This design comes from an exercise in tuning for small area on the open sky130 flow, not from production work. Only simulation tests tie the RTL to the original design; equivalence was not proved.

## design/flow/config.mk

```make
export PLATFORM = sky130hd
export DESIGN_NAME = drum_core
export DESIGN_NICKNAME = drum_core
export VERILOG_FILES = /design/flow/design.v
export SDC_FILE = /design/flow/constraint.sdc
export NUM_CORES = 4
export LEC_CHECK = 0
export CAP_MARGIN = 20
export CORE_MARGIN = 2
export CORE_UTILIZATION = 30
export GPL_TIMING_DRIVEN = 0
export PLACE_DENSITY = 0.9
export SLEW_MARGIN = 20
```

## design/flow/constraint.sdc

```tcl
create_clock -name core_clock -period 30.0 [get_ports {clk}]
set_input_delay 6.0000 -clock core_clock [delete_from_list [all_inputs] [get_ports {clk}]]
set_output_delay 6.0000 -clock core_clock [all_outputs]
set_load 0.01 [all_outputs]
```

## design/flow/design.v

```verilog
module drum_sin_rom (
    input  wire [7:0]  idx,
    output reg  [15:0] val
);
    always @(*) begin
        case (idx)
            8'd0: val = 16'd101;
            8'd1: val = 16'd302;
            8'd2: val = 16'd503;
            8'd3: val = 16'd704;
            8'd4: val = 16'd905;
            8'd5: val = 16'd1106;
            8'd6: val = 16'd1307;
            8'd7: val = 16'd1507;
            8'd8: val = 16'd1708;
            8'd9: val = 16'd1909;
            8'd10: val = 16'd2110;
            8'd11: val = 16'd2310;
            8'd12: val = 16'd2511;
            8'd13: val = 16'd2711;
            8'd14: val = 16'd2911;
            8'd15: val = 16'd3112;
            8'd16: val = 16'd3312;
            8'd17: val = 16'd3512;
            8'd18: val = 16'd3712;
            8'd19: val = 16'd3911;
            8'd20: val = 16'd4111;
            8'd21: val = 16'd4310;
            8'd22: val = 16'd4509;
            8'd23: val = 16'd4708;
            8'd24: val = 16'd4907;
            8'd25: val = 16'd5106;
            8'd26: val = 16'd5305;
            8'd27: val = 16'd5503;
            8'd28: val = 16'd5701;
            8'd29: val = 16'd5899;
            8'd30: val = 16'd6096;
            8'd31: val = 16'd6294;
            8'd32: val = 16'd6491;
            8'd33: val = 16'd6688;
            8'd34: val = 16'd6885;
            8'd35: val = 16'd7081;
            8'd36: val = 16'd7277;
            8'd37: val = 16'd7473;
            8'd38: val = 16'd7669;
            8'd39: val = 16'd7864;
            8'd40: val = 16'd8059;
            8'd41: val = 16'd8254;
            8'd42: val = 16'd8448;
            8'd43: val = 16'd8642;
            8'd44: val = 16'd8836;
            8'd45: val = 16'd9030;
            8'd46: val = 16'd9223;
            8'd47: val = 16'd9416;
            8'd48: val = 16'd9608;
            8'd49: val = 16'd9800;
            8'd50: val = 16'd9992;
            8'd51: val = 16'd10183;
            8'd52: val = 16'd10374;
            8'd53: val = 16'd10564;
            8'd54: val = 16'd10754;
            8'd55: val = 16'd10944;
            8'd56: val = 16'd11133;
            8'd57: val = 16'd11322;
            8'd58: val = 16'd11511;
            8'd59: val = 16'd11699;
            8'd60: val = 16'd11886;
            8'd61: val = 16'd12074;
            8'd62: val = 16'd12260;
            8'd63: val = 16'd12446;
            8'd64: val = 16'd12632;
            8'd65: val = 16'd12817;
            8'd66: val = 16'd13002;
            8'd67: val = 16'd13187;
            8'd68: val = 16'd13370;
            8'd69: val = 16'd13554;
            8'd70: val = 16'd13736;
            8'd71: val = 16'd13919;
            8'd72: val = 16'd14101;
            8'd73: val = 16'd14282;
            8'd74: val = 16'd14462;
            8'd75: val = 16'd14643;
            8'd76: val = 16'd14822;
            8'd77: val = 16'd15001;
            8'd78: val = 16'd15180;
            8'd79: val = 16'd15358;
            8'd80: val = 16'd15535;
            8'd81: val = 16'd15712;
            8'd82: val = 16'd15888;
            8'd83: val = 16'd16063;
            8'd84: val = 16'd16238;
            8'd85: val = 16'd16413;
            8'd86: val = 16'd16586;
            8'd87: val = 16'd16759;
            8'd88: val = 16'd16932;
            8'd89: val = 16'd17104;
            8'd90: val = 16'd17275;
            8'd91: val = 16'd17445;
            8'd92: val = 16'd17615;
            8'd93: val = 16'd17784;
            8'd94: val = 16'd17953;
            8'd95: val = 16'd18121;
            8'd96: val = 16'd18288;
            8'd97: val = 16'd18454;
            8'd98: val = 16'd18620;
            8'd99: val = 16'd18785;
            8'd100: val = 16'd18950;
            8'd101: val = 16'd19113;
            8'd102: val = 16'd19276;
            8'd103: val = 16'd19438;
            8'd104: val = 16'd19600;
            8'd105: val = 16'd19761;
            8'd106: val = 16'd19921;
            8'd107: val = 16'd20080;
            8'd108: val = 16'd20238;
            8'd109: val = 16'd20396;
            8'd110: val = 16'd20553;
            8'd111: val = 16'd20709;
            8'd112: val = 16'd20865;
            8'd113: val = 16'd21019;
            8'd114: val = 16'd21173;
            8'd115: val = 16'd21326;
            8'd116: val = 16'd21479;
            8'd117: val = 16'd21630;
            8'd118: val = 16'd21781;
            8'd119: val = 16'd21930;
            8'd120: val = 16'd22079;
            8'd121: val = 16'd22227;
            8'd122: val = 16'd22375;
            8'd123: val = 16'd22521;
            8'd124: val = 16'd22667;
            8'd125: val = 16'd22812;
            8'd126: val = 16'd22956;
            8'd127: val = 16'd23099;
            8'd128: val = 16'd23241;
            8'd129: val = 16'd23382;
            8'd130: val = 16'd23522;
            8'd131: val = 16'd23662;
            8'd132: val = 16'd23801;
            8'd133: val = 16'd23938;
            8'd134: val = 16'd24075;
            8'd135: val = 16'd24211;
            8'd136: val = 16'd24346;
            8'd137: val = 16'd24480;
            8'd138: val = 16'd24613;
            8'd139: val = 16'd24746;
            8'd140: val = 16'd24877;
            8'd141: val = 16'd25007;
            8'd142: val = 16'd25137;
            8'd143: val = 16'd25265;
            8'd144: val = 16'd25393;
            8'd145: val = 16'd25519;
            8'd146: val = 16'd25645;
            8'd147: val = 16'd25770;
            8'd148: val = 16'd25893;
            8'd149: val = 16'd26016;
            8'd150: val = 16'd26138;
            8'd151: val = 16'd26259;
            8'd152: val = 16'd26378;
            8'd153: val = 16'd26497;
            8'd154: val = 16'd26615;
            8'd155: val = 16'd26732;
            8'd156: val = 16'd26848;
            8'd157: val = 16'd26962;
            8'd158: val = 16'd27076;
            8'd159: val = 16'd27189;
            8'd160: val = 16'd27300;
            8'd161: val = 16'd27411;
            8'd162: val = 16'd27521;
            8'd163: val = 16'd27629;
            8'd164: val = 16'd27737;
            8'd165: val = 16'd27843;
            8'd166: val = 16'd27949;
            8'd167: val = 16'd28053;
            8'd168: val = 16'd28157;
            8'd169: val = 16'd28259;
            8'd170: val = 16'd28360;
            8'd171: val = 16'd28460;
            8'd172: val = 16'd28560;
            8'd173: val = 16'd28658;
            8'd174: val = 16'd28755;
            8'd175: val = 16'd28850;
            8'd176: val = 16'd28945;
            8'd177: val = 16'd29039;
            8'd178: val = 16'd29131;
            8'd179: val = 16'd29223;
            8'd180: val = 16'd29313;
            8'd181: val = 16'd29403;
            8'd182: val = 16'd29491;
            8'd183: val = 16'd29578;
            8'd184: val = 16'd29664;
            8'd185: val = 16'd29749;
            8'd186: val = 16'd29832;
            8'd187: val = 16'd29915;
            8'd188: val = 16'd29997;
            8'd189: val = 16'd30077;
            8'd190: val = 16'd30156;
            8'd191: val = 16'd30234;
            8'd192: val = 16'd30311;
            8'd193: val = 16'd30387;
            8'd194: val = 16'd30462;
            8'd195: val = 16'd30535;
            8'd196: val = 16'd30607;
            8'd197: val = 16'd30679;
            8'd198: val = 16'd30749;
            8'd199: val = 16'd30818;
            8'd200: val = 16'd30885;
            8'd201: val = 16'd30952;
            8'd202: val = 16'd31017;
            8'd203: val = 16'd31082;
            8'd204: val = 16'd31145;
            8'd205: val = 16'd31206;
            8'd206: val = 16'd31267;
            8'd207: val = 16'd31327;
            8'd208: val = 16'd31385;
            8'd209: val = 16'd31442;
            8'd210: val = 16'd31498;
            8'd211: val = 16'd31553;
            8'd212: val = 16'd31607;
            8'd213: val = 16'd31659;
            8'd214: val = 16'd31710;
            8'd215: val = 16'd31760;
            8'd216: val = 16'd31809;
            8'd217: val = 16'd31857;
            8'd218: val = 16'd31903;
            8'd219: val = 16'd31949;
            8'd220: val = 16'd31993;
            8'd221: val = 16'd32036;
            8'd222: val = 16'd32077;
            8'd223: val = 16'd32118;
            8'd224: val = 16'd32157;
            8'd225: val = 16'd32195;
            8'd226: val = 16'd32232;
            8'd227: val = 16'd32267;
            8'd228: val = 16'd32302;
            8'd229: val = 16'd32335;
            8'd230: val = 16'd32367;
            8'd231: val = 16'd32397;
            8'd232: val = 16'd32427;
            8'd233: val = 16'd32455;
            8'd234: val = 16'd32482;
            8'd235: val = 16'd32508;
            8'd236: val = 16'd32533;
            8'd237: val = 16'd32556;
            8'd238: val = 16'd32578;
            8'd239: val = 16'd32599;
            8'd240: val = 16'd32619;
            8'd241: val = 16'd32637;
            8'd242: val = 16'd32655;
            8'd243: val = 16'd32671;
            8'd244: val = 16'd32685;
            8'd245: val = 16'd32699;
            8'd246: val = 16'd32711;
            8'd247: val = 16'd32722;
            8'd248: val = 16'd32732;
            8'd249: val = 16'd32741;
            8'd250: val = 16'd32748;
            8'd251: val = 16'd32755;
            8'd252: val = 16'd32759;
            8'd253: val = 16'd32763;
            8'd254: val = 16'd32766;
            8'd255: val = 16'd32767;
            default: val = 16'd0;
        endcase
    end
endmodule
module drum_exp2_rom (
    input  wire [7:0]  idx,
    output reg  [15:0] val
);
    always @(*) begin
        case (idx)
            8'd0: val = 16'd32768;
            8'd1: val = 16'd32679;
            8'd2: val = 16'd32591;
            8'd3: val = 16'd32503;
            8'd4: val = 16'd32415;
            8'd5: val = 16'd32327;
            8'd6: val = 16'd32240;
            8'd7: val = 16'd32153;
            8'd8: val = 16'd32066;
            8'd9: val = 16'd31979;
            8'd10: val = 16'd31893;
            8'd11: val = 16'd31806;
            8'd12: val = 16'd31720;
            8'd13: val = 16'd31635;
            8'd14: val = 16'd31549;
            8'd15: val = 16'd31464;
            8'd16: val = 16'd31379;
            8'd17: val = 16'd31294;
            8'd18: val = 16'd31209;
            8'd19: val = 16'd31125;
            8'd20: val = 16'd31041;
            8'd21: val = 16'd30957;
            8'd22: val = 16'd30873;
            8'd23: val = 16'd30790;
            8'd24: val = 16'd30706;
            8'd25: val = 16'd30623;
            8'd26: val = 16'd30541;
            8'd27: val = 16'd30458;
            8'd28: val = 16'd30376;
            8'd29: val = 16'd30293;
            8'd30: val = 16'd30212;
            8'd31: val = 16'd30130;
            8'd32: val = 16'd30048;
            8'd33: val = 16'd29967;
            8'd34: val = 16'd29886;
            8'd35: val = 16'd29805;
            8'd36: val = 16'd29725;
            8'd37: val = 16'd29644;
            8'd38: val = 16'd29564;
            8'd39: val = 16'd29484;
            8'd40: val = 16'd29405;
            8'd41: val = 16'd29325;
            8'd42: val = 16'd29246;
            8'd43: val = 16'd29167;
            8'd44: val = 16'd29088;
            8'd45: val = 16'd29009;
            8'd46: val = 16'd28931;
            8'd47: val = 16'd28852;
            8'd48: val = 16'd28774;
            8'd49: val = 16'd28697;
            8'd50: val = 16'd28619;
            8'd51: val = 16'd28542;
            8'd52: val = 16'd28464;
            8'd53: val = 16'd28388;
            8'd54: val = 16'd28311;
            8'd55: val = 16'd28234;
            8'd56: val = 16'd28158;
            8'd57: val = 16'd28082;
            8'd58: val = 16'd28006;
            8'd59: val = 16'd27930;
            8'd60: val = 16'd27855;
            8'd61: val = 16'd27779;
            8'd62: val = 16'd27704;
            8'd63: val = 16'd27629;
            8'd64: val = 16'd27554;
            8'd65: val = 16'd27480;
            8'd66: val = 16'd27406;
            8'd67: val = 16'd27332;
            8'd68: val = 16'd27258;
            8'd69: val = 16'd27184;
            8'd70: val = 16'd27110;
            8'd71: val = 16'd27037;
            8'd72: val = 16'd26964;
            8'd73: val = 16'd26891;
            8'd74: val = 16'd26818;
            8'd75: val = 16'd26746;
            8'd76: val = 16'd26674;
            8'd77: val = 16'd26601;
            8'd78: val = 16'd26530;
            8'd79: val = 16'd26458;
            8'd80: val = 16'd26386;
            8'd81: val = 16'd26315;
            8'd82: val = 16'd26244;
            8'd83: val = 16'd26173;
            8'd84: val = 16'd26102;
            8'd85: val = 16'd26031;
            8'd86: val = 16'd25961;
            8'd87: val = 16'd25891;
            8'd88: val = 16'd25821;
            8'd89: val = 16'd25751;
            8'd90: val = 16'd25681;
            8'd91: val = 16'd25612;
            8'd92: val = 16'd25543;
            8'd93: val = 16'd25474;
            8'd94: val = 16'd25405;
            8'd95: val = 16'd25336;
            8'd96: val = 16'd25268;
            8'd97: val = 16'd25199;
            8'd98: val = 16'd25131;
            8'd99: val = 16'd25063;
            8'd100: val = 16'd24995;
            8'd101: val = 16'd24928;
            8'd102: val = 16'd24860;
            8'd103: val = 16'd24793;
            8'd104: val = 16'd24726;
            8'd105: val = 16'd24659;
            8'd106: val = 16'd24593;
            8'd107: val = 16'd24526;
            8'd108: val = 16'd24460;
            8'd109: val = 16'd24394;
            8'd110: val = 16'd24328;
            8'd111: val = 16'd24262;
            8'd112: val = 16'd24196;
            8'd113: val = 16'd24131;
            8'd114: val = 16'd24066;
            8'd115: val = 16'd24001;
            8'd116: val = 16'd23936;
            8'd117: val = 16'd23871;
            8'd118: val = 16'd23806;
            8'd119: val = 16'd23742;
            8'd120: val = 16'd23678;
            8'd121: val = 16'd23614;
            8'd122: val = 16'd23550;
            8'd123: val = 16'd23486;
            8'd124: val = 16'd23423;
            8'd125: val = 16'd23359;
            8'd126: val = 16'd23296;
            8'd127: val = 16'd23233;
            8'd128: val = 16'd23170;
            8'd129: val = 16'd23108;
            8'd130: val = 16'd23045;
            8'd131: val = 16'd22983;
            8'd132: val = 16'd22921;
            8'd133: val = 16'd22859;
            8'd134: val = 16'd22797;
            8'd135: val = 16'd22735;
            8'd136: val = 16'd22674;
            8'd137: val = 16'd22613;
            8'd138: val = 16'd22552;
            8'd139: val = 16'd22491;
            8'd140: val = 16'd22430;
            8'd141: val = 16'd22369;
            8'd142: val = 16'd22309;
            8'd143: val = 16'd22248;
            8'd144: val = 16'd22188;
            8'd145: val = 16'd22128;
            8'd146: val = 16'd22068;
            8'd147: val = 16'd22009;
            8'd148: val = 16'd21949;
            8'd149: val = 16'd21890;
            8'd150: val = 16'd21831;
            8'd151: val = 16'd21772;
            8'd152: val = 16'd21713;
            8'd153: val = 16'd21654;
            8'd154: val = 16'd21595;
            8'd155: val = 16'd21537;
            8'd156: val = 16'd21479;
            8'd157: val = 16'd21421;
            8'd158: val = 16'd21363;
            8'd159: val = 16'd21305;
            8'd160: val = 16'd21247;
            8'd161: val = 16'd21190;
            8'd162: val = 16'd21133;
            8'd163: val = 16'd21076;
            8'd164: val = 16'd21019;
            8'd165: val = 16'd20962;
            8'd166: val = 16'd20905;
            8'd167: val = 16'd20849;
            8'd168: val = 16'd20792;
            8'd169: val = 16'd20736;
            8'd170: val = 16'd20680;
            8'd171: val = 16'd20624;
            8'd172: val = 16'd20568;
            8'd173: val = 16'd20513;
            8'd174: val = 16'd20457;
            8'd175: val = 16'd20402;
            8'd176: val = 16'd20347;
            8'd177: val = 16'd20292;
            8'd178: val = 16'd20237;
            8'd179: val = 16'd20182;
            8'd180: val = 16'd20127;
            8'd181: val = 16'd20073;
            8'd182: val = 16'd20019;
            8'd183: val = 16'd19965;
            8'd184: val = 16'd19911;
            8'd185: val = 16'd19857;
            8'd186: val = 16'd19803;
            8'd187: val = 16'd19750;
            8'd188: val = 16'd19696;
            8'd189: val = 16'd19643;
            8'd190: val = 16'd19590;
            8'd191: val = 16'd19537;
            8'd192: val = 16'd19484;
            8'd193: val = 16'd19431;
            8'd194: val = 16'd19379;
            8'd195: val = 16'd19326;
            8'd196: val = 16'd19274;
            8'd197: val = 16'd19222;
            8'd198: val = 16'd19170;
            8'd199: val = 16'd19118;
            8'd200: val = 16'd19066;
            8'd201: val = 16'd19015;
            8'd202: val = 16'd18963;
            8'd203: val = 16'd18912;
            8'd204: val = 16'd18861;
            8'd205: val = 16'd18810;
            8'd206: val = 16'd18759;
            8'd207: val = 16'd18708;
            8'd208: val = 16'd18658;
            8'd209: val = 16'd18607;
            8'd210: val = 16'd18557;
            8'd211: val = 16'd18507;
            8'd212: val = 16'd18457;
            8'd213: val = 16'd18407;
            8'd214: val = 16'd18357;
            8'd215: val = 16'd18308;
            8'd216: val = 16'd18258;
            8'd217: val = 16'd18209;
            8'd218: val = 16'd18160;
            8'd219: val = 16'd18110;
            8'd220: val = 16'd18061;
            8'd221: val = 16'd18013;
            8'd222: val = 16'd17964;
            8'd223: val = 16'd17915;
            8'd224: val = 16'd17867;
            8'd225: val = 16'd17819;
            8'd226: val = 16'd17770;
            8'd227: val = 16'd17722;
            8'd228: val = 16'd17674;
            8'd229: val = 16'd17627;
            8'd230: val = 16'd17579;
            8'd231: val = 16'd17531;
            8'd232: val = 16'd17484;
            8'd233: val = 16'd17437;
            8'd234: val = 16'd17390;
            8'd235: val = 16'd17343;
            8'd236: val = 16'd17296;
            8'd237: val = 16'd17249;
            8'd238: val = 16'd17202;
            8'd239: val = 16'd17156;
            8'd240: val = 16'd17109;
            8'd241: val = 16'd17063;
            8'd242: val = 16'd17017;
            8'd243: val = 16'd16971;
            8'd244: val = 16'd16925;
            8'd245: val = 16'd16879;
            8'd246: val = 16'd16834;
            8'd247: val = 16'd16788;
            8'd248: val = 16'd16743;
            8'd249: val = 16'd16697;
            8'd250: val = 16'd16652;
            8'd251: val = 16'd16607;
            8'd252: val = 16'd16562;
            8'd253: val = 16'd16518;
            8'd254: val = 16'd16473;
            8'd255: val = 16'd16428;
            default: val = 16'd0;
        endcase
    end
endmodule
module drum_exp2 (
    input  wire [30:0] y,
    output wire [15:0] e
);
    wire [15:0] frac;
    drum_exp2_rom rom (.idx(y[11:4]), .val(frac));
    assign e = (|y[30:16]) ? 16'd0 : (frac >> y[15:12]);
endmodule
module drum_sine (
    input  wire [15:0] p,
    output wire [14:0] mag,
    output wire        neg
);
    wire [7:0]  idx = p[14] ? ~p[13:6] : p[13:6];
    wire [15:0] val;
    drum_sin_rom rom (.idx(idx), .val(val));
    assign mag = val[14:0];
    assign neg = p[15];
endmodule
module drum_mac (
    input  wire [30:0] a,
    input  wire [3:0]  d,
    input  wire [30:0] c,
    output wire [30:0] q
);
    wire [34:0] p0 = {4'd0, a & {31{d[0]}}};
    wire [34:0] p1 = {3'd0, a & {31{d[1]}}, 1'b0};
    wire [34:0] p2 = {2'd0, a & {31{d[2]}}, 2'b0};
    wire [34:0] p3 = {1'd0, a & {31{d[3]}}, 3'b0};
    wire [34:0] cc = {4'd0, c};
    wire [34:0] s1 = cc ^ p0 ^ p1;
    wire [34:0] k1 = ((cc & p0) | (cc & p1) | (p0 & p1)) << 1;
    wire [34:0] s2 = s1 ^ k1 ^ p2;
    wire [34:0] k2 = ((s1 & k1) | (s1 & p2) | (k1 & p2)) << 1;
    wire [34:0] s3 = s2 ^ k2 ^ p3;
    wire [34:0] k3 = ((s2 & k2) | (s2 & p3) | (k2 & p3)) << 1;
    wire [35:0] cy;
    wire [34:0] sum;
    assign cy[0] = 1'b0;
    genvar i;
    generate for (i = 0; i < 35; i = i + 1) begin : rc
        assign sum[i]  = s3[i] ^ k3[i] ^ cy[i];
        assign cy[i+1] = (s3[i] & k3[i]) | (s3[i] & cy[i]) | (k3[i] & cy[i]);
    end endgenerate
    assign q = sum[34:4];
endmodule
module drum_core (
    input  wire               clk,
    input  wire               rst,           
    input  wire               byte_valid,
    input  wire [7:0]         byte_data,
    output wire               byte_ready,
    input  wire               block_valid,
    input  wire [15:0]        block_fshift,  
    output wire               block_ready,
    input  wire [3:0]         press,         
    input  wire               overrun,
    output wire               out_valid,
    output wire signed [19:0] out_sample,
    output reg                overrun_flag
);
    localparam [4:0] S_IDLE = 5'd0,  S_SLOT = 5'd1,  S_YE   = 5'd2,  S_XT   = 5'd3,
                     S_LIN  = 5'd4,  S_YT   = 5'd5,  S_V    = 5'd6,  S_Q    = 5'd7,
                     S_IE   = 5'd8,  S_FM   = 5'd9,  S_PM   = 5'd10, S_MT   = 5'd11,
                     S_FC   = 5'd12, S_PC   = 5'd13, S_RAMP = 5'd14, S_DY   = 5'd15,
                     S_AMP  = 5'd16, S_Y    = 5'd17, S_NA   = 5'd19,
                     S_NT   = 5'd20, S_ADDN = 5'd21, S_SUBN = 5'd22, S_FINF = 5'd23,
                     S_FINT = 5'd24, S_OUT  = 5'd25, S_ZX   = 5'd26;
    reg [4:0] state;
    assign byte_ready  = (state == S_IDLE);
    assign block_ready = (state == S_IDLE);
    reg [1:0] phase;             
    reg       start_flag, stop_flag;
    reg [7:0] pending_note;
    reg [39:0] slot_note;        
    reg [4:0]  slot_active;
    reg [1:0]  var0, var1, var2;
    reg [3:0]  btn;
    reg [15:0] fshift;
    reg [15:0] lfsr;
    reg [13:0] cnt0, cnt1, cnt3;
    reg [14:0] cnt2, cnt6;
    reg [12:0] cnt4;
    reg [4:0]  sample_i;
    reg [5:0]  s;                
    reg [2:0]  drum;
    reg        in_trans;         
    reg        wrap;             
    reg        pend_y;           
    reg [19:0] acc;              
    assign out_valid  = (state == S_OUT);
    assign out_sample = acc;
    reg [29:0] W;                
    reg [30:0] ACC;
    reg [2:0]  step;
    reg [15:0] T1;
    reg        T2s;              
    wire [15:0] T2 = {T2s, W[14:0]};    
    wire [2:0] lay = in_trans ? ((drum == 3'd0) ? 3'd5 : 3'd6) : drum;
    reg  [14:0] n;
    always @(*) begin
        case (lay)
            3'd0:    n = {1'b0, cnt0};
            3'd1:    n = {1'b0, cnt1};
            3'd2:    n = cnt2;
            3'd3:    n = {1'b0, cnt3};
            3'd4:    n = {2'b0, cnt4};
            3'd5:    n = {1'b0, cnt0};    
            default: n = cnt6;
        endcase
    end
    reg [15:0] pn, kd, amp15, ki;
    reg [17:0] slope;
    reg [29:0] fct, fmt;
    reg [11:0] iturn;
    reg [21:0] kl;
    reg [1:0]  shape;            
    reg        shifted;
    reg [1:0]  var_sel;
    always @(*) begin
        case (lay)
            3'd0, 3'd5: var_sel = var0;
            3'd1:       var_sel = var1;
            default:    var_sel = var2;
        endcase
    end
    always @(*) begin
        pn = 0; amp15 = 0; kd = 0; slope = 0; fct = 0; fmt = 0;
        iturn = 0; shape = 0; ki = 0; kl = 0; shifted = 1'b1;
        case (lay)
            3'd0: begin  
                pn = 240; slope = 69905; kd = 630; amp15 = 32768;
                fct = 5368709; fmt = 8053064; shape = 0; ki = 1576;
                case (var_sel) 2'd0: iturn = 1304; 2'd1: iturn = 1630; 2'd2: iturn = 1956; default: iturn = 2608; endcase
            end
            3'd1: begin  
                pn = 96; slope = 139810; kd = 788; amp15 = 26214;
                fct = 16106127; fmt = 29527900; shape = 1; kl = 447392;
                case (var_sel) 2'd0: iturn = 2608; 2'd1: iturn = 2934; 2'd2: iturn = 3259; default: iturn = 3911; endcase
            end
            3'd2: begin  
                pn = 192; slope = 78643; kd = 525; amp15 = 29491;
                fct = 10737418; fmt = 16106127; shape = 0; ki = 630;
                case (var_sel) 2'd0: iturn = 978; 2'd1: iturn = 1304; 2'd2: iturn = 1630; default: iturn = 2282; endcase
            end
            3'd3: begin  
                pn = 192; slope = 78643; kd = 630; amp15 = 29491;
                fct = 14316558; fmt = 21474836; shape = 0; ki = 630;
                case (var_sel) 2'd0: iturn = 978; 2'd1: iturn = 1304; 2'd2: iturn = 1630; default: iturn = 2282; endcase
            end
            3'd4: begin  
                pn = 48; slope = 209715; kd = 1576; amp15 = 19661;
                fct = 536870912; fmt = 760567125; shape = 0; ki = 1051;
                iturn = 3259; shifted = 1'b0;
            end
            3'd5: begin  
                pn = 48; slope = 174763; kd = 6303; amp15 = 16384;
                fct = 35791394; fmt = 62634940; shape = 2;
                case (var_sel) 2'd0: iturn = 1956; 2'd1: iturn = 2282; 2'd2: iturn = 2608; default: iturn = 3259; endcase
            end
            default: begin  
                pn = 48; slope = 139810; kd = 7879; amp15 = 13107;
                fct = 44739243; fmt = 71582788; shape = 1; kl = 2982616;
                case (var_sel) 2'd0: iturn = 1304; 2'd1: iturn = 1630; 2'd2: iturn = 1956; default: iturn = 2608; endcase
            end
        endcase
    end
    wire [15:0] nthr = (drum == 3'd0) ? 16'd14400 : (drum == 3'd1) ? 16'd12000 :
                       (drum == 3'd2) ? 16'd16800 : (drum == 3'd3) ? 16'd14400 : 16'd4800;
    wire        has_noise = (drum == 3'd1) || (drum == 3'd4);
    wire        has_trans = (drum == 3'd0) || (drum == 3'd2) || (drum == 3'd3);
    wire        heavy     = (drum[2:1] == 2'd0);      
    reg  [15:0] n_off;
    always @(*) begin
        case (state)
            S_V, S_Q:       n_off = 16'd48;
            S_DY:           n_off = 16'd0 - pn;
            S_FINF, S_FINT: n_off = 16'd1;
            default:        n_off = 16'd0;
        endcase
    end
    wire [15:0] nb = {1'b0, n} + n_off;
    wire [30:0] mac_q;
    wire [15:0] e;
    drum_exp2 exp_u (.y(mac_q), .e(e));
    wire        use_t1 = (state == S_PC);
    wire        t1neg  = use_t1 & T2[15];
    wire [15:0] sin_p  = mac_q[15:0] + ((use_t1 ? T1 : 16'd0) ^ {16{t1neg}}) + {15'd0, t1neg};
    wire [14:0] sin_mag;
    wire        sin_neg;
    drum_sine sine_u (.p(sin_p), .mag(sin_mag), .neg(sin_neg));
    reg [30:0] a_src;
    reg [15:0] b_src;
    reg [30:0] c_src;
    reg [2:0]  last;
    reg        is_op, use_w;
    always @(*) begin
        a_src = 31'd0; b_src = 16'd0; c_src = 31'd0; last = 3'd3; is_op = 1'b1; use_w = 1'b0;
        case (state)
            S_YE:   begin a_src = {6'd0, ki, 8'd0};      b_src = nb;   end
            S_LIN:  begin a_src = {8'd0, kl};            b_src = nb;   end
            S_YT:   begin a_src = 30'd1613568;           b_src = nb;   c_src = 31'd77454080; end
            S_V:    begin a_src = 30'd977342464;         b_src = nb;   last = 3'd2; end
            S_Q:    begin use_w = 1'b1;                  b_src = nb;   last = 3'd5; end
            S_IE:   begin a_src = {13'd0, T1, 1'b0};     b_src = {1'b0, T2[14:0]}; end
            S_XT:   begin a_src = {10'd0, iturn, 4'd0};  b_src = T1;
                          c_src = (shape == 2'd1) ? {15'd0, iturn, 4'd0} : 31'd0; end
            S_FM:   begin a_src = shifted ? {1'b0, fmt[27:0], 2'b00} : {fmt, 1'b0};
                          b_src = shifted ? fshift : 16'd32768; end
            S_PM:   begin use_w = 1'b1;                  b_src = nb;   end
            S_MT:   begin a_src = {13'd0, T1, 1'b0};     b_src = {T2[14:0], 1'b0};
                          c_src = T2[15] ? 31'd65532 : 31'd0; end
            S_FC:   begin a_src = shifted ? {1'b0, fct[27:0], 2'b00} : {fct, 1'b0};
                          b_src = shifted ? fshift : 16'd32768; end
            S_PC:   begin use_w = 1'b1;                  b_src = nb;   end
            S_RAMP: begin a_src = {9'd0, slope, 3'd0};   b_src = nb;   last = 3'd2; end
            S_DY:   begin a_src = {6'd0, kd, 8'd0};      b_src = nb;   end
            S_AMP:  begin a_src = {13'd0, amp15, 1'b0};  b_src = T1;   end
            S_Y:    begin a_src = {13'd0, T1, 1'b0};     b_src = {1'b0, T2[14:0]};
                          c_src = T2[15] ? 31'd65534 : 31'd0; end
            S_NA:   begin a_src = {13'd0, T1, 1'b0};     b_src = (drum == 3'd1) ? 16'd16384 : 16'd22938; end
            S_NT:   begin a_src = {13'd0, T1, 1'b0};     b_src = lfsr; end
            default: is_op = 1'b0;
        endcase
    end
    wire       first = (step == 3'd0);
    wire       done  = is_op && (step == last);
    reg  [3:0] digit;
    always @(*) begin
        case (step)
            3'd0:    digit = b_src[3:0];
            3'd1:    digit = b_src[7:4];
            3'd2:    digit = b_src[11:8];
            3'd3:    digit = b_src[15:12];
            default: digit = 4'd0;
        endcase
    end
    drum_mac mac (
        .a(use_w ? {1'b0, W} : a_src),
        .d(digit),
        .c(first ? c_src : ACC),
        .q(mac_q)
    );
    reg  [16:0] acc_x;
    reg         acc_sub;
    always @(*) begin
        acc_x   = ACC[16:0];
        acc_sub = 1'b0;
        if (state == S_SUBN) begin
            acc_x   = {T1, 1'b0};
            acc_sub = 1'b1;
        end else if (pend_y) begin
            acc_sub = T2[15];
        end
    end
    wire [19:0] acc_w    = heavy ? {2'b00, acc_x, 1'b0} : {3'b000, acc_x};
    wire [19:0] acc_next = acc + (acc_w ^ {20{acc_sub}}) + {19'd0, acc_sub};
    wire [15:0] lfsr_next = lfsr[0] ? ((lfsr >> 1) ^ 16'hB400) : (lfsr >> 1);
    wire [4:0] act = slot_active;
    wire [4:0] hit;
    genvar g;
    generate for (g = 0; g < 5; g = g + 1) begin : slot_hit
        assign hit[g] = act[g] && (slot_note[g*8 +: 8] == pending_note);
    end endgenerate
    wire [4:0] free_oh  = ~act & {&act[3:0], &act[2:0], &act[1:0], act[0], 1'b1};
    wire [4:0] match_oh = hit & {~|hit[3:0], ~|hit[2:0], ~|hit[1:0], ~hit[0], 1'b1};
    wire [3:0]  btn_eff   = btn | press;
    wire       take_byte  = (state == S_IDLE) && byte_valid;
    wire       take_block = (state == S_IDLE) && !byte_valid && block_valid;
    wire       frame_end  = take_byte && (phase == 2'd2);
    wire       do_on      = frame_end && start_flag;
    wire       do_off     = frame_end && !start_flag && stop_flag;
    integer k;
    always @(posedge clk) begin
        for (k = 0; k < 5; k = k + 1) begin
            if (do_on && free_oh[k]) begin
                slot_note[k*8 +: 8] <= pending_note;
                slot_active[k]      <= 1'b1;
            end
            if ((do_off && match_oh[k]) || (take_block && btn_eff[3]))
                slot_active[k] <= 1'b0;
        end
        if (rst) slot_active <= 5'd0;
    end
    reg  [7:0]  cur_note;
    reg         cur_act;
    always @(*) begin
        cur_note = ({8{s[0]}} & slot_note[7:0])   | ({8{s[1]}} & slot_note[15:8]) |
                   ({8{s[2]}} & slot_note[23:16]) | ({8{s[3]}} & slot_note[31:24]) |
                   ({8{s[4]}} & slot_note[39:32]);
        cur_act  = |(s[4:0] & slot_active);
    end
    wire        cur_drum  = (cur_note >= 8'd60) && (cur_note <= 8'd64);
    wire [2:0]  cur_d     = cur_note[2:0] - 3'd4;        
    wire [14:0] n_sub     = (drum == 3'd0) ? {1'b0, cnt0} : cnt6;
    wire        sub_live  = (drum == 3'd0) ? (n_sub < 15'd960) : (n_sub < 15'd720);
    wire        cnt_wr = (state == S_FINF) || (state == S_FINT);
    wire        cnt_clr = (state == S_FINF) ? ({1'b0, n} >= nthr) : wrap;
    wire [14:0] cnt_d  = cnt_clr ? 15'd0 : nb[14:0];
    always @(posedge clk) begin
        if (rst) begin
            cnt0 <= 14'd0; cnt1 <= 14'd0; cnt2 <= 15'd0; cnt3 <= 14'd0;
            cnt4 <= 13'd0; cnt6 <= 15'd0;
        end else if (cnt_wr) begin
            case (lay)
                3'd0:    cnt0 <= cnt_d[13:0];
                3'd1:    cnt1 <= cnt_d[13:0];
                3'd2:    cnt2 <= cnt_d;
                3'd3:    cnt3 <= cnt_d[13:0];
                3'd4:    cnt4 <= cnt_d[12:0];
                3'd6:    cnt6 <= cnt_d;
                default: ;
            endcase
        end
    end
    integer j;
    always @(posedge clk) begin
        btn <= btn | press;
        pend_y <= (state == S_Y) && done;
        if (pend_y) acc <= acc_next;
        if (overrun) overrun_flag <= 1'b1;
        ACC  <= mac_q;
        step <= (is_op && !done) ? step + 3'd1 : 3'd0;
        case (state)
            S_IDLE: begin
                if (byte_valid) begin
                    case (phase)
                        2'd0: begin
                            start_flag <= (byte_data == 8'h90);
                            stop_flag  <= (byte_data == 8'h80);
                            phase      <= 2'd1;
                        end
                        2'd1: begin
                            pending_note <= byte_data;
                            phase        <= 2'd2;
                        end
                        default: begin
                            phase <= 2'd0;
                            start_flag <= 1'b0;
                            stop_flag  <= 1'b0;
                        end
                    endcase
                end else if (block_valid) begin
                    fshift <= block_fshift;
                    if (btn_eff[0]) var0 <= var0 + 2'd1;
                    if (btn_eff[1]) var1 <= var1 + 2'd1;
                    if (btn_eff[2]) var2 <= var2 + 2'd1;
                    btn      <= 4'd0;
                    sample_i <= 5'd0;
                    s        <= 6'd1;
                    acc      <= 20'd0;
                    state    <= S_SLOT;
                end
            end
            S_SLOT: begin
                if (s[0]) acc <= 20'd0;
                in_trans <= 1'b0;
                if (s[5]) begin
                    state <= S_OUT;
                end else if (cur_act && cur_drum) begin
                    drum <= cur_d;
                    if (cur_d == 3'd1)
                        state <= (cnt1 < 14'd4800) ? S_LIN : S_ZX;
                    else
                        state <= S_YE;
                end else begin
                    s <= {s[4:0], 1'b0};
                end
            end
            S_ZX: begin              
                T1    <= 16'd0;
                state <= S_FC;
            end
            S_YE:   if (done) begin
                        T1    <= e;
                        state <= S_XT;
                    end
            S_LIN:  if (done) begin
                        T1    <= {1'b0, ~mac_q[14:0]};    
                        state <= S_XT;
                    end
            S_YT:   if (done) begin
                        T1    <= e;
                        state <= S_V;
                    end
            S_V:    if (done) begin
                        W     <= mac_q[29:0];
                        state <= S_Q;
                    end
            S_Q:    if (done) begin
                        W[14:0] <= mac_q[14:0];
                        state <= S_IE;
                    end
            S_IE:   if (done) begin
                        T1    <= mac_q[15:0];
                        state <= S_XT;
                    end
            S_XT:   if (done) begin
                        T1    <= mac_q[15:0];
                        state <= S_FM;
                    end
            S_FM:   if (done) begin
                        W     <= mac_q[29:0];
                        state <= S_PM;
                    end
            S_PM:   if (done) begin
                        T2s     <= sin_neg;
                        W[14:0] <= sin_mag;
                        state <= S_MT;
                    end
            S_MT:   if (done) begin
                        T1    <= mac_q[15:0];
                        state <= S_FC;
                    end
            S_FC:   if (done) begin
                        W     <= mac_q[29:0];
                        state <= S_PC;
                    end
            S_PC:   if (done) begin
                        T2s     <= sin_neg;
                        W[14:0] <= sin_mag;
                        state <= ({1'b0, n} <= pn) ? S_RAMP : S_DY;
                    end
            S_RAMP: if (done) begin
                        T1    <= mac_q[15:0];
                        state <= S_Y;
                    end
            S_DY:   if (done) begin
                        T1    <= e;
                        state <= S_AMP;
                    end
            S_AMP:  if (done) begin
                        T1    <= mac_q[15:0];
                        state <= S_Y;
                    end
            S_Y:    if (done) begin
                        in_trans <= 1'b0;
                        if (in_trans)                   state <= S_FINF;
                        else if (has_noise)             state <= S_NA;
                        else if (has_trans && sub_live) begin
                            in_trans <= 1'b1;
                            state    <= (drum == 3'd0) ? S_YT : S_LIN;
                        end else                        state <= S_FINF;
                    end
            S_NA:   if (done) begin
                        T1    <= mac_q[15:0];
                        state <= S_NT;
                    end
            S_NT:   if (done) state <= S_ADDN;
            S_ADDN: begin
                        acc   <= acc_next;
                        state <= S_SUBN;
                    end
            S_SUBN: begin
                        if (lfsr[15]) acc <= acc_next;
                        lfsr  <= lfsr_next;
                        state <= S_FINF;
                    end
            S_FINF: begin
                wrap <= ({1'b0, n} >= nthr);
                if (drum == 3'd2 || drum == 3'd3) begin
                    in_trans <= 1'b1;        
                    state    <= S_FINT;
                end else begin
                    s     <= {s[4:0], 1'b0};
                    state <= S_SLOT;
                end
            end
            S_FINT: begin
                in_trans <= 1'b0;
                s        <= {s[4:0], 1'b0};
                state    <= S_SLOT;
            end
            S_OUT: begin
                s <= 6'd1;
                if (sample_i == 5'd31) begin
                    state <= S_IDLE;
                end else begin
                    sample_i <= sample_i + 5'd1;
                    state    <= S_SLOT;
                end
            end
            default: state <= S_IDLE;
        endcase
        if (rst) begin
            state        <= S_IDLE;
            phase        <= 2'd0;
            var0 <= 2'd0; var1 <= 2'd0; var2 <= 2'd0;
            btn          <= 4'd0;
            lfsr         <= 16'hACE1;
            step         <= 3'd0;
            pend_y       <= 1'b0;
            overrun_flag <= 1'b0;
        end
    end
endmodule
```

## design/flow/flow/run.sh

```bash
#!/bin/bash
# Standard ORFS layout, with the combinational logic of the standard synthesis
# re-mapped by ABC for area before floorplanning. Registers (cells and names)
# are left exactly as the standard synthesis made them, and so are its full
# adders.
set -euo pipefail
HERE=$(pwd)
YOSYS=${YOSYS_EXE:-$FLOW_HOME/../tools/install/yosys/bin/yosys}
LIB=$FLOW_HOME/platforms/sky130hd/lib/sky130_fd_sc_hd__tt_025C_1v80.lib
RES=$HERE/orfs/results/$FLOW_PLATFORM/drum_core/base

bash standard.sh synth > $HERE/synth.log 2>&1

cp $RES/1_2_yosys.v $HERE/synth_std.v
SEQ=$(grep -oE 'cell \("?sky130_fd_sc_hd__(df|edf|sdf|dl|conb|fa_)[a-z0-9_]*' $LIB | sed -E 's/cell \("?//' | sort -u | tr '\n' ' ')
# ABC's results vary with its script: try a few and keep the smallest netlist.
best=""
best_area=""
i=0
for ABC in "+strash;dc2;dch,-f;amap;strash;dch,-f;amap;" \
           "+strash;dch,-f;amap;" \
           "+strash;resub,-K,8;dc2;dch,-f;amap;strash;dch,-f;amap;" \
           "+strash;dc2;dc2;dch,-f;amap;strash;dc2;dch,-f;amap;" \
           "+strash;dc2;resub,-K,8,-N,2;dch,-f;amap;strash;dch,-f;amap;" \
           "+strash;dc2;dch,-f;amap;strash;dc2;dch,-f;amap;strash;dc2;dch,-f;amap;" \
           "+strash;dch,-f;amap;strash;dch,-f;amap;strash;dch,-f;amap;" \
           "+strash;drw;drf;dc2;dch,-f;amap;strash;dch,-f;amap;"; do
  i=$((i+1))
  sed -e "s#@LIB@#$LIB#g" -e "s#@SEQ@#$SEQ#g" -e "s#@IN@#$HERE/synth_std.v#g" \
      -e "s#@OUT@#$HERE/synth_remap_$i.v#g" -e "s#@TOP@#$FLOW_TOP#g" -e "s#@ABC@#$ABC#g" \
      flow/remap.ys > $HERE/remap_run_$i.ys
  if $YOSYS -q -l $HERE/remap_$i.log $HERE/remap_run_$i.ys > /dev/null 2>&1; then
    area=$( (grep -E "Chip area for module" $HERE/remap_$i.log || true) | tail -1 | awk "{print \$NF}")
    echo "remap $i: $area" >> $HERE/remap_summary.log
    if [[ -n "$area" ]] && { [[ -z "$best_area" ]] || awk "BEGIN{exit !($area < $best_area)}"; }; then
      best=$i; best_area=$area
    fi
  else
    echo "remap $i: failed" >> $HERE/remap_summary.log
  fi
done
if [[ -n "$best" ]]; then
  echo "using remap $best ($best_area)" >> $HERE/remap_summary.log
  cp $HERE/synth_remap_$best.v $HERE/synth_remap.v
else
  echo "all remaps failed; keeping the standard netlist" >> $HERE/remap_summary.log
  cp $HERE/synth_std.v $HERE/synth_remap.v
fi
cp $HERE/synth_remap.v $RES/1_2_yosys.v

# Clock tree: no dummy loads, and clusters sized for the flip-flop clock-pin
# slew limit.
CTS_ARGS="-sink_clustering_enable -repair_clock_nets -dont_use_dummy_load -sink_clustering_size 8 -sink_clustering_max_diameter 45 -sink_buffer_max_cap_derate 1.0 -buf_list {sky130_fd_sc_hd__clkbuf_4}"
bash standard.sh finish "CTS_ARGS=$CTS_ARGS" > $HERE/finish.log 2>&1
```

## design/flow/flow/remap.ys

```
read_liberty -ignore_miss_func @LIB@
read_verilog @IN@
hierarchy -top @TOP@
setattr -mod -set keep_hierarchy 1 @SEQ@
flatten
rename -hide w:*.*
select @TOP@
opt_clean -purge
abc -liberty @LIB@ -dont_use *probe* -dont_use *lpflow* -script @ABC@
opt_clean -purge
setundef -zero
hilomap -singleton -hicell sky130_fd_sc_hd__conb_1 HI -locell sky130_fd_sc_hd__conb_1 LO
opt_clean -purge
splitnets
opt_clean -purge
insbuf -buf sky130_fd_sc_hd__buf_4 A X
hierarchy -top @TOP@
select @TOP@
stat -liberty @LIB@
write_verilog -noattr -noexpr -nohex -nodec -selected @OUT@
```

## design/flow/standard.sh

```bash
#!/bin/bash
# synth_recipe.tcl (not shown) runs the flow's synth.tcl, then flattens the netlist and writes it again
# the make line also repeats each setting of config.mk as NAME=value (left out here)
make -C /OpenROAD-flow-scripts/flow DESIGN_CONFIG=/design/flow/config.mk WORK_HOME=/design/flow/orfs CLKGATE_MAP_FILE= SYNTH_SCRIPT=/design/flow/synth_recipe.tcl "${@:-finish}"
```

==> results of run 1 <==
==> worst paths after layout <==
path,startpoint,end,slack [ns],cells past startpoint
min,overrun_flag$_SDFFE_PP0P_,overrun_flag$_SDFFE_PP0P_,0.47,2
max,in_trans$_DFFE_PP_,W[7]$_DFFE_PP_,2.95,76
min reg2reg,overrun_flag$_SDFFE_PP0P_,overrun_flag$_SDFFE_PP0P_,0.47,2
max reg2reg,in_trans$_DFFE_PP_,W[7]$_DFFE_PP_,2.95,76
==> stage by stage <==
stage | instance area [sq um] | cells | util, % | hold slack (ns)
6_report | 28960 | 4926 | 33.54 | 0.4682
5_1_grt | 28960 | 4926 | 33.54 | 0.4866
3_5_place_dp | 28570 | 4875 | 33.09 | 0.4558
2_1_floorplan | 26060 | 3641 | - | 0.4219
4_1_cts | 28950 | 4925 | 33.52 | 0.4383
3_3_place_gp | 28070 | 4852 | 32.50 | 0.4499
==> layer usage <==
metal / wire (um) / up-vias / share of wire [%] / track usage, %
li1: - / 13500 / - / -
met3: 15110 / 576 / 12 / 5.642
met4: 8399 / 0 / 6.9 / 15.14
met1: 46280 / 14443 / 38 / 33.94
met2: 52590 / 2415 / 43 / 40.54
met5: 0 / - / 0 / 0
==> state kept, by name (all words and copies together), names as in the netlist, 8 cells and up <==
signal and count:
slot_note 40, ACC 31, W 30, acc 20
T1 16, fshift 16, lfsr 16, cnt2 15
cnt6 15, cnt0 14, cnt1 14, cnt3 14
cnt4 13, pending_note 8
==> final cells by class <==
class / instances / area [sq um]
fillers: 9155 / 57390
diodes: 1 / 2.502
well taps: 1155 / 1445
clock buffers: 50 / 375.4
plain buffers: 1 / 7.507
inverters: 544 / 2048
flip-flops and latches: 308 / 7447
multi-input cells: 2788 / 16750
repair buffers: 79 / 883.3
==> worst max-delay path, delay by kind of cell (launching register included) <==
kind / cells / cell delay [ns]
simple gates: 25 / 7.29
buf+inv: 16 / 5.35
compound gates: 18 / 5.79
fa+ha+maj: 17 / 7.51
flops: 1 / 0.58
==> cells in the final DEF (no fill, tap or decap), types with 11 or more instances in the layout <==
cell type and instances:
a2111oi_0 44, a211oi_1 45, a21oi_1 216, a221oi_1 41, a222oi_1 23, a22oi_1 27
a31oi_1 64, clkbuf_4 50, clkdlybuf4s50_1 55, clkinv_1 538, dfxtp_1 180, edfxtp_1 128
fa_1 118, nand2_1 208, nand3_1 25, nand4_1 12, nor2_1 857, nor2b_1 34
nor3_1 172, nor4_1 42, o211ai_1 15, o21a_1 26, o21ai_0 236, o221ai_1 62
o22ai_1 202, o311ai_0 12, o31ai_1 11, o32ai_1 33, or2_0 87, or3_1 24
==> results.toml, run 1 <==
[outcome]
status = "complete, no violations"

[placed_design]
portBuffers = 56
place.gp.congestion = 1.053
dpl.hpwl_um = 91830
place_ws_ns = 4.215

[detailed_routing]
wire_per_inst_um = 24.84
vias_per_cell = 6.280
drtPass1Iterations = 9
drc_errors = 0
routed_wl_um = 122400
vias = 30934
drtAntennaViolNets = 0
drt-initial-drc-count = 5155

[worst_setup_path]
critical_path.max_fanout = 19
cp_common_cell = "clkinv_1"
slowest_stage = "o22ai_1"
critPathArrivalTime_ns = 27.40
cp.required_ns = 30.35
crit_type = "flop to flop"
end_kind = "flop"
cp-start-kind = "flop"
cp_slowest_stage_delay_ns = 1.07

[global_routing]
antenna_found_initial = 1
track_usage_pct = 26.27
overflow = 0
grt_pass1_vias = 29138
grt_pass1_wl_um = 181900
grt_max_degree = 44

[sta]
hold_viol = 0
fin_crit_sh_pct = 90.17
slew_headroom_pct = 15.46
setup_slack_ns = 2.948
finalSetupViolCount = 0
rsz0062_at_grt = "false"
period_minus_slack_ns = 27.05
drv_slew = 0
max_freq_mhz = 36.97
finClkSkew_ns = 0.1353
tightest_slew_ns = 1.268
tns_ns = 0

[clocking]
post_cts_buffers = 0
cts-root-buf = "clkbuf_4"
clk_pin_slew_worst_paths_ns = 0.09
h-tree-depth = 2
cts_buffers = 50
clkSinkCount = 308
clock_path_buffers = 3
insertion_delay_ns = 0.81
cts_resized = 0
cts_hold_buf = 0
tritoncts = "yes"

[die]
core_area_sq_um = 86350
die_h_um = 298.7
row_count = 108
start_util_pct = 30.17
ioPinCount = 57
die-width_um = 298.7
dieArea_sq_um = 89210

[synth]
synth_cells = 3638
synth-warning-count = 3
syn_avg_cell_area_sq_um = 7.161
netlist_area_sq_um = 26050

[worst_hold_path]
hold_class = "flop to flop"

[finish]
synthToLayoutAreaGrowth_pct = 11.18
drive_gt1_share_pct = 3.050
nets = 3926

[flow_run]
cap_violations = 0
==> run 2: changes to the inputs <==
--- a/design/flow/config.mk
+++ b/design/flow/config.mk
@@ -7,7 +7,6 @@
 export LEC_CHECK = 0
 export CAP_MARGIN = 20
 export CORE_MARGIN = 2
-export CORE_UTILIZATION = 30
+export CORE_UTILIZATION = 45
 export GPL_TIMING_DRIVEN = 0
-export PLACE_DENSITY = 0.9
 export SLEW_MARGIN = 20
==> results.toml, run 2 <==
[outcome]
status = "complete, no violations"

[finish]
synthToLayoutAreaGrowth_pct = 9.299
fin_util_pct = 49.54
nets = 3927
drive_gt1_share_pct = 2.997
reg_top3 = "slot_note x40, ACC x31, W x30"
mostFrequentLayoutCells = "nor2_1, clkinv_1, o21ai_0"
nFillCells = 5917
design_area_sq_um = 28470
final_common_cell = "nor2_1"
largest_register = "slot_note"
largest_reg_flops = 40
final_cell_count_no_fill = 4537

[flow_run]
cap_violations = 0

[sta]
finClkSkew_ns = 0.1329
finalSetupViolCount = 0
fin_crit_sh_pct = 91.74
rsz0062_at_grt = "false"
period_minus_slack_ns = 27.52
max_freq_mhz = 36.34
drv_slew = 0
tightest_slew_ns = 1.376
setup_slack_ns = 2.479
hold_viol = 0
slew_headroom_pct = 5.888

[clocking]
h-tree-depth = 2
cts-root-buf = "clkbuf_4"
clock_path_buffers = 3
cts_hold_buf = 0
clkSinkCount = 308
cts_resized = 0
post_cts_buffers = 0
insertion_delay_ns = 0.81
cts_buffers = 48
clk_pin_slew_worst_paths_ns = 0.10
tritoncts = "yes"

[placed_design]
dpl_cell_area_sq_um = 28070
portBuffers = 56
dpl.hpwl_um = 91500
place.gp.congestion = 1.080
place_ws_ns = 4.010
dp.cells = 4486

[detailed_routing]
drt-initial-drc-count = 4509
routed_wl_um = 121700
drc_errors = 0
drtPass1Iterations = 12
wire_per_inst_um = 26.82
vias_per_cell = 6.750
vias = 30624
drtAntennaViolNets = 0

[synth]
netlist_area_sq_um = 26050
synth_cells = 3638
synth-warning-count = 3
syn_avg_cell_area_sq_um = 7.161

[global_routing]
grt_max_degree = 44
overflow = 0
antenna_found_initial = 2
grt_pass1_wl_um = 182300
grt_pass1_vias = 29094
track_usage_pct = 39.79

[worst_setup_path]
cp-start-kind = "flop"
cp_common_cell = "clkinv_1"
crit_buf_inv = 18
slowest_stage = "a2111oi_0"
cp_top_family = "adder cells"
cp.required_ns = 30.43
cp_slowest_stage_delay_ns = 1.17
end_kind = "flop"
critPathArrivalTime_ns = 27.95
crit_type = "flop to flop"
critical_path.max_fanout = 24

[die]
ioPinCount = 57
core_area_sq_um = 57480
row_count = 88
start_util_pct = 45.32
dieArea_sq_um = 59830
die-width_um = 244.6
die_h_um = 244.6

[worst_hold_path]
hold_class = "flop to flop"
## run 2: worst paths after layout
path                              from              endpoint  slack, ns  cells past startpoint
setup / recovery     drum[2]$_DFFE_PP_        W[7]$_DFFE_PP_       2.48                     79
hold / removal    cnt0[4]$_SDFFE_PP0P_  cnt0[4]$_SDFFE_PP0P_       0.47                      2
setup reg to reg     drum[2]$_DFFE_PP_        W[7]$_DFFE_PP_       2.48                     79
hold reg to reg   cnt0[4]$_SDFFE_PP0P_  cnt0[4]$_SDFFE_PP0P_       0.47                      2
## run 2: area by class of cell
type	instances	area [sq um]	share of cell area, %
multi-input combinational	2788	16750	58.83
sequential	308	7447	26.16
inverter	544	2048	7.194
tap	765	957.2	3.362
timing repair buffer	82	899.6	3.160
clock buffer	48	360.3	1.266
buffer	1	7.507	0.02637
antenna	1	2.502	0.008789
## run 2: metal layers
| layer | wire, um | global-route usage, % | vias up |
|---|---|---|---|
| met2 | 51770 | 60.23 | 2356 |
| met1 | 46340 | 51.20 | 14184 |
| met5 | 0 | 0 | - |
| li1 | - | - | 13505 |
| met3 | 14230 | 8.845 | 579 |
| met4 | 9345 | 25.61 | 0 |
## run 2: per-stage QoR
stage	setup TNS [ns]	hold slack, ns
after global placement	-37.78	0.4340
final	0	0.4709
after global routing	0	0.4841
after floorplan	0	0.4219
after detailed placement	0	0.4502
after CTS	0	0.4724
## run 2: worst min-delay path: stages (launching register included)
cell      delay [ns]
dfxtp_1         0.31
clkinv_1        0.05
o22ai_1         0.07
==> run 3: changes to the inputs <==
--- a/design/flow/config.mk
+++ b/design/flow/config.mk
@@ -9,4 +9,5 @@
 export CORE_MARGIN = 2
 export CORE_UTILIZATION = 45
 export GPL_TIMING_DRIVEN = 0
+export PLACE_DENSITY = 0.8
 export SLEW_MARGIN = 20
==> results.toml, run 3 <==
[finish]
largest_reg_flops = 40
mostFrequentLayoutCells = "nor2_1, clkinv_1, o21ai_0"
final_common_cell = "nor2_1"
design_area_sq_um = 28400
reg_top3 = "slot_note x40, ACC x31, W x30"
nFillCells = 5920
nets = 3923
synthToLayoutAreaGrowth_pct = 9.025
largest_register = "slot_note"
drive_gt1_share_pct = 2.840

[synth]
syn_avg_cell_area_sq_um = 7.161
synth_cells = 3638
netlist_area_sq_um = 26050
synth-warning-count = 3

[sta]
setup_slack_ns = 3.308
tns_ns = 0
finClkSkew_ns = 0.1299
tightest_slew_ns = 1.197
slew_headroom_pct = 19.89
period_minus_slack_ns = 26.69
fin_crit_sh_pct = 88.97
hold_viol = 0
rsz0062_at_grt = "false"
drv_slew = 0
finalSetupViolCount = 0
max_freq_mhz = 37.46

[die]
row_count = 88
die-width_um = 244.6
start_util_pct = 45.32
die_h_um = 244.6
dieArea_sq_um = 59830
ioPinCount = 57
core_area_sq_um = 57480

[clocking]
clkSinkCount = 308
h-tree-depth = 2
cts-root-buf = "clkbuf_4"
clock_path_buffers = 3
cts_resized = 0
post_cts_buffers = 0
insertion_delay_ns = 0.79
cts_buffers = 48
tritoncts = "yes"
cts_hold_buf = 0
clk_pin_slew_worst_paths_ns = 0.11

[detailed_routing]
drt-initial-drc-count = 4449
vias_per_cell = 6.746
drtPass1Iterations = 11
vias = 30585
drtAntennaViolNets = 0
routed_wl_um = 118400
wire_per_inst_um = 26.12
drc_errors = 0

[global_routing]
overflow = 0
grt_util_met1_pct = 48.85
antenna_found_initial = 3
grt_max_degree = 44
busiest_layer = "met2"
use_met2_pct = 58.85
grt_pass1_wl_um = 177100
track_usage_pct = 38.59
use_met3_pct = 9.021
grt_pass1_vias = 28825

[placed_design]
place.gp.congestion = 1.089
place_ws_ns = 4.335
portBuffers = 56
dpl.hpwl_um = 89760
dpl_cell_area_sq_um = 28030

[worst_setup_path]
crit_type = "flop to flop"
end_kind = "flop"
r2r.worst_path.cells = 76
cp-start-kind = "flop"
regToRegEndpoint = "W[1]$_DFFE_PP_"
rrSetupSlack_ns = 3.31
r2r_start = "in_trans$_DFFE_PP_"
critPathArrivalTime_ns = 27.17
critical_path.max_fanout = 19
slowest_stage = "fa_1"
cp.required_ns = 30.48
cp_slowest_stage_delay_ns = 1.05
worstSetupStartpoint = "in_trans$_DFFE_PP_"

[worst_hold_path]
hold_class = "flop to flop"
min_path_cells = 2
min_from = "btn[3]$_SDFF_PP0_"
hold_end = "btn[3]$_SDFF_PP0_"

[flow_run]
cap_violations = 0

[outcome]
status = "complete, no violations"
run 3: final cells by class:
type                    instances  area [sq um]  area share (%)
plain buffers                   1         7.507         0.02643
repair buffers                 78         838.3           2.952
inverters                     544          2047           7.207
flip-flops and latches        308          7447           26.22
clock buffers                  48         360.3           1.269
diodes                          2         5.005         0.01762
well taps                     765         957.2           3.370
multi-input cells            2788         16740           58.94
run 3: how the worst max path moves through the flow:
| stage | cells after the start | slack (ns) | endpoint |
|---|---|---|---|
| final | 76 | 3.31 | W[1]$_DFFE_PP_ |
| after global routing | 76 | 2.12 | W[1]$_DFFE_PP_ |
| after CTS | 76 | 4.17 | W[2]$_DFFE_PP_ |
| after detailed placement | 76 | 4.33 | W[2]$_DFFE_PP_ |
| after global placement | 66 | -2.01 | W[2]$_DFFE_PP_ |
| after floorplan | 75 | 7.88 | T1[0]$_DFFE_PP_ |
run 3: per-stage QoR:
step | instances | hold WS, ns | util, %
2_1_floorplan | 3641 | 0.4219 | -
3_3_place_gp | 4462 | 0.4310 | 47.98
3_5_place_dp | 4483 | 0.4407 | 48.77
4_1_cts | 4531 | 0.4627 | 49.39
5_1_grt | 4533 | 0.4838 | 49.41
6_report | 4534 | 0.4622 | 49.41
run 3: metal layers:
metal | part of all wire, % | wire length [um] | up-vias
li1 | - | - | 13470
met1 | 37 | 44060 | 14110
met2 | 43 | 50870 | 2361
met3 | 12 | 14170 | 642
met4 | 7.9 | 9334 | 2
met5 | 0.011 | 13 | -
run 3: critical path: cells and delay by family, from the launching register on:
kind | cells | cell delay, ns
fa+ha+maj | 17 | 7.56
buf+inv | 15 | 4.83
flops | 1 | 0.56
compound gates | 17 | 4.68
simple gates | 27 | 8.65
==> run 4: changes to the inputs <==
--- a/design/flow/flow/run.sh
+++ b/design/flow/flow/run.sh
@@ -50,5 +50,5 @@
 
 # Clock tree: no dummy loads, and clusters sized for the flip-flop clock-pin
 # slew limit.
-CTS_ARGS="-sink_clustering_enable -repair_clock_nets -dont_use_dummy_load -sink_clustering_size 8 -sink_clustering_max_diameter 45 -sink_buffer_max_cap_derate 1.0 -buf_list {sky130_fd_sc_hd__clkbuf_4}"
+CTS_ARGS="-sink_clustering_enable -repair_clock_nets -dont_use_dummy_load -sink_clustering_size 5 -sink_clustering_max_diameter 35 -sink_buffer_max_cap_derate 1.0 -buf_list {sky130_fd_sc_hd__clkbuf_2 sky130_fd_sc_hd__clkbuf_4}"
 bash standard.sh finish "CTS_ARGS=$CTS_ARGS" > $HERE/finish.log 2>&1
--- a/design/flow/config.mk
+++ b/design/flow/config.mk
@@ -9,5 +9,4 @@
 export CORE_MARGIN = 2
 export CORE_UTILIZATION = 45
 export GPL_TIMING_DRIVEN = 0
-export PLACE_DENSITY = 0.8
 export SLEW_MARGIN = 20
==> results.toml, run 4 <==
[worst_setup_path]
r2r.worst_path.cells = 80
r2r_start = "drum[2]$_DFFE_PP_"
crit_buf_inv = 18
cp_common_cell = "clkinv_1"
end_kind = "flop"
cp_top_family = "adder cells"
regToRegEndpoint = "W[7]$_DFFE_PP_"
critPathArrivalTime_ns = 27.84
cp.required_ns = 30.67
slowest_stage = "nor2_1"
crit_type = "flop to flop"
cp-start-kind = "flop"
rrSetupSlack_ns = 2.83
cp_slowest_stage_delay_ns = 1.13
critical_path.max_fanout = 24

[global_routing]
grt_pass1_vias = 29384
track_usage_pct = 40.17
grt_max_degree = 44
overflow = 0
antenna_found_initial = 2
grt_pass1_wl_um = 183300

[detailed_routing]
drtPass1Iterations = 7
drt-initial-drc-count = 4661
vias_per_cell = 6.709
drc_errors = 0
drtAntennaViolNets = 0
wire_per_inst_um = 26.76
vias = 30652
routed_wl_um = 122300

[worst_hold_path]
hold_end = "overrun_flag$_SDFFE_PP0P_"
min_from = "overrun_flag$_SDFFE_PP0P_"
min_path_cells = 2
hold_class = "flop to flop"

[finish]
largest_reg_flops = 40
drive_gt1_share_pct = 3.840
nFillCells = 5951
multi_input_area_sq_um = 16750
synthToLayoutAreaGrowth_pct = 9.395
largest_register = "slot_note"
final_common_cell = "nor2_1"
nets = 3958
reg_top3 = "slot_note x40, ACC x31, W x30"
regArea_sq_um = 7447
mostFrequentLayoutCells = "nor2_1, clkinv_1, o21ai_0"

[placed_design]
place_ws_ns = 4.010
dpl.hpwl_um = 91500
portBuffers = 56
place.gp.congestion = 1.080

[synth]
netlist_area_sq_um = 26050
syn_avg_cell_area_sq_um = 7.161
synth_cells = 3638
synth-warning-count = 3

[clocking]
clk_pin_slew_worst_paths_ns = 0.11
cts_hold_buf = 0
tritoncts = "yes"
insertion_delay_ns = 1.08
clock_path_buffers = 3
post_cts_buffers = 0
cts_resized = 0
cts-root-buf = "clkbuf_2"
h-tree-depth = 3
clkSinkCount = 308
cts_buffers = 81

[die]
die-width_um = 244.6
ioPinCount = 57
row_count = 88
die_h_um = 244.6
core_area_sq_um = 57480
start_util_pct = 45.32
dieArea_sq_um = 59830

[sta]
finClkSkew_ns = 0.1900
fin_crit_sh_pct = 90.58
drv_slew = 0
hold_viol = 0
tightest_slew_ns = 1.271
max_freq_mhz = 36.80
period_minus_slack_ns = 27.17
slew_headroom_pct = 14.97
setup_slack_ns = 2.825
finalSetupViolCount = 0
rsz0062_at_grt = "false"

[flow_run]
cap_violations = 0

[outcome]
status = "complete, no violations"
## run 4: final cells by class
type	count	area share, %
inverter	544	7.187
buffer	1	0.02634
sequential	308	26.13
clock buffer	81	1.423
tap	765	3.359
multi-input combinational	2788	58.79
antenna	2	0.01756
timing repair buffer	80	3.060
## run 4: stage by stage
step,std cells,TNS [ns],cell area [sq um],hold WS (ns),util (%)
after floorplan,3641,0,26060,0.4219,-
after global placement,4462,-37.78,27580,0.4340,47.98
after detailed placement,4486,0,28070,0.4502,48.84
after CTS,4567,0,28480,0.4693,49.55
after global routing,4568,0,28490,0.4876,49.58
final,4569,0,28500,0.4677,49.58
## run 4: per-layer routing
| layer | wire length [um] | up-vias | global-route usage, % |
|---|---|---|---|
| li1 | - | 13533 | - |
| met1 | 46910 | 14208 | 51.58 |
| met2 | 52190 | 2278 | 60.73 |
| met3 | 13850 | 633 | 9.350 |
| met4 | 9325 | 0 | 25.65 |
| met5 | 0 | - | 0 |
## run 4: worst max path at each step
stage	depth (start not counted)	from	end	slack [ns]
2_1_floorplan	75	drum[1]$_DFFE_PP_	T1[0]$_DFFE_PP_	7.88
3_3_place_gp	66	drum[1]$_DFFE_PP_	W[3]$_DFFE_PP_	-3.18
3_5_place_dp	80	drum[2]$_DFFE_PP_	W[7]$_DFFE_PP_	4.01
4_1_cts	80	drum[2]$_DFFE_PP_	W[7]$_DFFE_PP_	3.75
5_1_grt	80	drum[2]$_DFFE_PP_	W[7]$_DFFE_PP_	1.66
6_report	80	drum[2]$_DFFE_PP_	W[7]$_DFFE_PP_	2.83
## run 4: tightest hold or removal path, stage by stage (launching register included)
cell and delay [ns]:
dfxtp_1 0.33, nor2_1 0.04, nor2_1 0.06

==> re-timing with driven ports <==
The flow's constraints put no driver on any port. The routed layouts listed below were extracted and timed again, unchanged, in two steps. Step 1, drivers: a clkbuf_16 drives clk and a buf_2 each remaining input, both assumed. Step 2 times the ports against the registers' clock, not the clock port: input delays grow and output delays shrink by t, the midpoint of the rising clock arrivals with the driver on. Slacks: ideal ports / drivers / drivers and shift; pairs: ideal ports / drivers.
run | shift t [ns] | setup slack, ns | worst register clock-pin slew, ns | worst data-port slew with drivers (ns)
run 1 | 0.798 | 2.948 / 2.948 / 2.948 | 0.11 / 0.11 | 0.08
run 2 | 0.799 | 2.479 / 2.479 / 2.479 | 0.11 / 0.11 | 0.04
run 3 | 0.777 | 3.308 / 3.308 / 3.308 | 0.11 / 0.11 | 0.05
run 4 | 1.044 | 2.825 / 2.825 / 2.825 | 0.12 / 0.12 | 0.04
After both steps setup and hold are still met in every run listed.
